What follows belongs to an exercise in optimizing a design on an open flow for small area; a production flow would make more cautious choices.
RTL that was checked went through simulation tests only; none was proved equivalent to the original.
The flow treats the clock pin as an ideal source, which a real chip does not have.
Power and IR drop assume default switching activity.

==> inputs of run a <==
==> flow/design.v <==
module deframer #(
    parameter MAX_LEN = 128                    
) (
    input  wire                   clk,
    input  wire                   rst,             
    input  wire                   in_vld,
    input  wire                   in_bit,
    input  wire [15:0]            cfg_sync,
    input  wire                   cfg_has_crc,
    input  wire                   cfg_check_crc,
    input  wire [15:0]            cfg_poly,
    output reg                    ev_valid,
    output wire [1:0]             ev_kind,         
    output wire                   ev_ok,
    output wire [7:0]             ev_len,
    output wire [8*MAX_LEN-1:0]   ev_data,         
    output wire [15:0]            ev_crc_calc,
    output wire [15:0]            ev_crc_recv
);
    localparam [1:0] ST_SEARCH  = 2'd0,
                     ST_LENGTH  = 2'd1,
                     ST_PAYLOAD = 2'd2,
                     ST_TRAILER = 2'd3;
    reg  [1:0]  st;
    reg  [15:0] sr;            
    reg  [2:0]  bcnt;          
    reg  [6:0]  kcnt;          
    reg  [7:0]  len;
    reg  [15:0] crc;           
    reg         mism;          
    reg  [8*MAX_LEN-1:0] pbuf;
    wire [15:0] shifted   = {sr[14:0], in_bit};
    wire        byte_end  = (bcnt == 3'd7);
    wire [7:0]  kcnt_inc  = {1'b0, kcnt} + 8'd1;
    wire        last_byte = (kcnt_inc == len);
    wire        verify_en = cfg_has_crc & cfg_check_crc;
    wire        match = ev_valid ? ({15'd0, in_bit} == cfg_sync)
                                 : (shifted == cfg_sync);
    wire [15:0] crc_next = {crc[14:0], 1'b0} ^ (cfg_poly & {16{crc[15] ^ in_bit}});
    wire        step  = in_vld & ~rst;
    wire        wr    = step & (st == ST_PAYLOAD) & byte_end;
    wire [7:0] even_byte = kcnt[0] ? shifted[15:8] : shifted[7:0];
    genvar k;
    generate
        for (k = 0; k < MAX_LEN / 2; k = k + 1) begin : g_pair
            always @(posedge clk)
                if (wr && kcnt[6:1] == k)
                    pbuf[16*k +: 16] <= {shifted[7:0], even_byte};
        end
    endgenerate
    assign ev_data     = pbuf;
    assign ev_len      = len;
    wire   alloc_fail  = (len > MAX_LEN);
    assign ev_kind     = {alloc_fail, mism};
    assign ev_ok       = ~(alloc_fail | mism);
    assign ev_crc_calc = crc;
    assign ev_crc_recv = sr;
    always @(posedge clk) begin
        if (rst) begin
            st       <= ST_SEARCH;
            sr       <= 16'd0;
            ev_valid <= 1'b0;
        end else begin
            ev_valid <= 1'b0;
            if (ev_valid && !in_vld)
                sr <= 16'd0;
            if (in_vld) begin
                case (st)
                    ST_SEARCH: begin
                        sr   <= ev_valid ? {15'd0, in_bit} : shifted;
                        bcnt <= 3'd0;
                        if (match) begin
                            crc <= 16'hFFFF;
                            st  <= ST_LENGTH;
                        end
                    end
                    ST_LENGTH: begin
                        sr   <= shifted;
                        crc  <= crc_next;
                        bcnt <= bcnt + 3'd1;
                        kcnt <= 7'd0;
                        if (byte_end) begin
                            len <= shifted[7:0];
                            if (shifted[7:0] > MAX_LEN) begin
                                ev_valid <= 1'b1;
                                mism     <= 1'b0;
                                st       <= ST_SEARCH;
                            end else if (shifted[7:0] == 8'd0) begin
                                if (cfg_has_crc) begin
                                    st <= ST_TRAILER;
                                end else begin
                                    ev_valid <= 1'b1;
                                    mism     <= 1'b0;
                                    st       <= ST_SEARCH;
                                end
                            end else begin
                                st <= ST_PAYLOAD;
                            end
                        end
                    end
                    ST_PAYLOAD: begin
                        sr   <= shifted;
                        crc  <= crc_next;
                        bcnt <= bcnt + 3'd1;
                        if (byte_end) begin
                            if (last_byte) begin
                                kcnt <= 7'd0;
                                if (cfg_has_crc) begin
                                    st <= ST_TRAILER;
                                end else begin
                                    ev_valid <= 1'b1;
                                    mism     <= 1'b0;
                                    st       <= ST_SEARCH;
                                end
                            end else begin
                                kcnt <= kcnt_inc[6:0];
                            end
                        end
                    end
                    default: begin  
                        sr   <= shifted;
                        bcnt <= bcnt + 3'd1;
                        if (byte_end) begin
                            kcnt[0] <= 1'b1;
                            if (kcnt[0]) begin
                                ev_valid <= 1'b1;
                                mism     <= verify_en && crc != shifted;
                                st       <= ST_SEARCH;
                            end
                        end
                    end
                endcase
            end
        end
    end
endmodule
==> flow/flow/run.sh <==
#!/bin/bash
# Standard ORFS layout (the standard.sh), with the port buffers made
# from the smallest buffer cell and clock tree options set explicitly.
set -euo pipefail
bash standard.sh \
  'BUFFER_PORTS_ARGS=-buffer_cell sky130_fd_sc_hd__buf_1' \
  'CTS_ARGS=-sink_clustering_enable -repair_clock_nets -dont_use_dummy_load -buf_list sky130_fd_sc_hd__clkbuf_8 -sink_clustering_size 18 -sink_clustering_max_diameter 50' \
  finish > flow_standard.log 2>&1
==> flow/standard.sh <==
#!/bin/bash
# synth_recipe.tcl (not shown) runs the flow's synth.tcl, then flattens the netlist and writes it again
# the make line also repeats each setting of config.mk as NAME=value (left out here)
make -C /OpenROAD-flow-scripts/flow DESIGN_CONFIG=/design/flow/config.mk WORK_HOME=/design/flow/orfs CLKGATE_MAP_FILE= SYNTH_SCRIPT=/design/flow/synth_recipe.tcl "${@:-finish}"
==> flow/config.mk <==
export PLATFORM = sky130hd
export DESIGN_NAME = deframer
export DESIGN_NICKNAME = deframer
export VERILOG_FILES = /design/flow/design.v
export SDC_FILE = /design/flow/constraint.sdc
export NUM_CORES = 4
export LEC_CHECK = 0
export CAP_MARGIN = 20
export CORE_AREA = 2.3 2.72 477.7 97.28
export DIE_AREA = 0 0 480 100
export SLEW_MARGIN = 20
==> flow/constraint.sdc <==
create_clock -name core_clock -period 10.0 [get_ports {clk}]
set_input_delay 2.0000 -clock core_clock [delete_from_list [all_inputs] [get_ports {clk}]]
set_output_delay 2.0000 -clock core_clock [all_outputs]
set_load 0.01 [all_outputs]
==> inputs of run b, as changes to run a <==
--- a/flow/design.v
+++ b/flow/design.v
@@ -38,14 +38,20 @@
                                  : (shifted == cfg_sync);
     wire [15:0] crc_next = {crc[14:0], 1'b0} ^ (cfg_poly & {16{crc[15] ^ in_bit}});
     wire        step  = in_vld & ~rst;
-    wire        wr    = step & (st == ST_PAYLOAD) & byte_end;
-    wire [7:0] even_byte = kcnt[0] ? shifted[15:8] : shifted[7:0];
+    wire        pay   = (st == ST_PAYLOAD);
+    wire        stb   = step & byte_end;
+    wire        wr    = stb & pay;
+    wire [7:0]  even_byte = kcnt[0] ? shifted[15:8] : shifted[7:0];
+    wire [15:0] pair_data = {shifted[7:0], even_byte};
     genvar k;
     generate
         for (k = 0; k < MAX_LEN / 2; k = k + 1) begin : g_pair
+            wire sel  = pay & (kcnt[6:1] == k);
+            wire hold = ~sel;
+            wire load = sel & stb;
             always @(posedge clk)
-                if (wr && kcnt[6:1] == k)
-                    pbuf[16*k +: 16] <= {shifted[7:0], even_byte};
+                pbuf[16*k +: 16] <= (pbuf[16*k +: 16] & {16{hold}})
+                                  | (pair_data & {16{load}});
         end
     endgenerate
     assign ev_data     = pbuf;
- CORE_AREA: 2.3 2.72 477.7 97.28 -> 2.3 2.72 457.7 147.28
- DIE_AREA: 0 0 480 100 -> 0 0 460 150
==> inputs of run c, as changes to run a <==
--- a/flow/design.v
+++ b/flow/design.v
@@ -38,14 +38,20 @@
                                  : (shifted == cfg_sync);
     wire [15:0] crc_next = {crc[14:0], 1'b0} ^ (cfg_poly & {16{crc[15] ^ in_bit}});
     wire        step  = in_vld & ~rst;
-    wire        wr    = step & (st == ST_PAYLOAD) & byte_end;
-    wire [7:0] even_byte = kcnt[0] ? shifted[15:8] : shifted[7:0];
+    wire        pay   = (st == ST_PAYLOAD);
+    wire        stb   = step & byte_end;
+    wire        wr    = stb & pay;
+    wire [7:0]  even_byte = kcnt[0] ? shifted[15:8] : shifted[7:0];
+    wire [15:0] pair_data = {shifted[7:0], even_byte};
     genvar k;
     generate
         for (k = 0; k < MAX_LEN / 2; k = k + 1) begin : g_pair
+            wire sel  = pay & (kcnt[6:1] == k);
+            wire hold = ~sel;
+            wire load = sel & stb;
             always @(posedge clk)
-                if (wr && kcnt[6:1] == k)
-                    pbuf[16*k +: 16] <= {shifted[7:0], even_byte};
+                pbuf[16*k +: 16] <= (pbuf[16*k +: 16] & {16{hold}})
+                                  | (pair_data & {16{load}});
         end
     endgenerate
     assign ev_data     = pbuf;
==> flow/flow/run.sh (replaced) <==
#!/bin/bash
# Standard ORFS layout (the standard.sh) with:
#  - port buffers made from the smallest buffer cell,
#  - clock tree from clkbuf_16 buffers (up to 28 sinks) without dummy loads,
#  - leaf clock buffers with a high estimated clock-pin slew upsized
#    after CTS (flow/post_cts.tcl).
set -euo pipefail
here=$(pwd)
bash standard.sh \
  'BUFFER_PORTS_ARGS=-buffer_cell sky130_fd_sc_hd__buf_1' \
  'CTS_ARGS=-sink_clustering_enable -repair_clock_nets -dont_use_dummy_load -buf_list sky130_fd_sc_hd__clkbuf_16 -sink_clustering_size 28 -sink_clustering_max_diameter 50' \
  "POST_CTS_TCL=$here/flow/post_cts.tcl" \
  finish > flow_standard.log 2>&1
==> flow/flow/post_cts.tcl (new file) <==
# Upsize clock leaf buffers whose flip-flop clock pins have a high
# estimated slew, then legalize the placement again.
estimate_parasitics -placement
set limit 0.098
set worst [dict create]
foreach pin [all_registers -clock_pins -edge_triggered] {
  set w 0
  foreach e {rise fall} {
    foreach a {min max} {
      set s [get_property $pin slew_${a}_$e]
      if {$s > $w} { set w $s }
    }
  }
  set drv [get_pins -of_objects [get_nets -of_objects $pin] -filter "direction==output"]
  set inst [get_full_name [get_cells -of_objects $drv]]
  if {![dict exists $worst $inst] || [dict get $worst $inst] < $w} { dict set worst $inst $w }
}
set n 0
foreach inst [dict keys $worst] {
  set w [dict get $worst $inst]
  set master [get_property [get_cells $inst] ref_name]
  if {$w > $limit && $master ne "sky130_fd_sc_hd__clkbuf_16"} {
    puts "post_cts: $inst ($master) clock pin slew $w, upsized"
    replace_cell [get_cells $inst] sky130_fd_sc_hd__clkbuf_16
    incr n
  }
}
puts "post_cts: upsized $n clock buffers"
if {$n > 0} {
  detailed_placement
  check_placement -verbose
  estimate_parasitics -placement
}
- CAP_MARGIN: 20 -> 5
- CORE_AREA: 2.3 2.72 477.7 97.28 -> 2.3 2.72 473.7 101.28
- DIE_AREA: 0 0 480 100 -> 0 0 476 104
- SLEW_MARGIN: 20 -> 5
==> results.txt <==
Run c finished with timing, DRC and antenna clean. Run a died in detailed placement. Run b produced a clean layout. In flip-flop and latch count, run c and run b do not differ. Of run c and run b, run c has the higher sequential share of layout area (gap 0.42 points). Between run b and run c, the lower global-route usage is in run b (gap 9.8 points). Between run c and run b, the lower non-clock buffer count is in run c (gap 6). In run b the fmax is smaller than in run c, by 1.1%. Between run c and run b, the lower power is in run b (gap about 2%, measured against run b). Design area: run b is higher than run c (0.77%). Between run c and run a, the lower synthesized area is in run c (gap 0.34%, measured against run a). In run c the via count is higher than in run b, by about 6%. Between run c and run b, the lower setup slack is in run b (gap 0.048 ns).
For run a, only the layout was checked, not whether the RTL still works.

## what the ideal ports hide
The flow's constraints put no driver on any port. The routed layouts listed below were extracted and timed again, unchanged, in two steps. Step 1 (the two cells are an assumption about what drives the block):
set clk [get_ports {clk}]
set_driving_cell -lib_cell sky130_fd_sc_hd__clkbuf_16 $clk
set_driving_cell -lib_cell sky130_fd_sc_hd__buf_2 [delete_from_list [all_inputs] $clk]
Step 2 also shifts input and output timing later by t, the mid clock arrival at the registers, as if the neighbouring blocks saw the same clock. a / b / c = no drivers / after step 1 / after step 2; a / b = the first two.
| run | t, ns | setup slack, ns | slew at the worst register clock pin (ns) |
|---|---|---|---|
| run b | 0.788 | 5.838 / 5.839 / 5.098 | 0.12 / 0.12 |
| run c | 0.673 | 5.886 / 5.809 / 5.421 | 0.11 / 0.11 |
After both steps every run listed still meets setup and hold. For run b, which loses most, drivers alone change the setup slack by +0.001 ns; drivers and shift together by -0.740 ns.
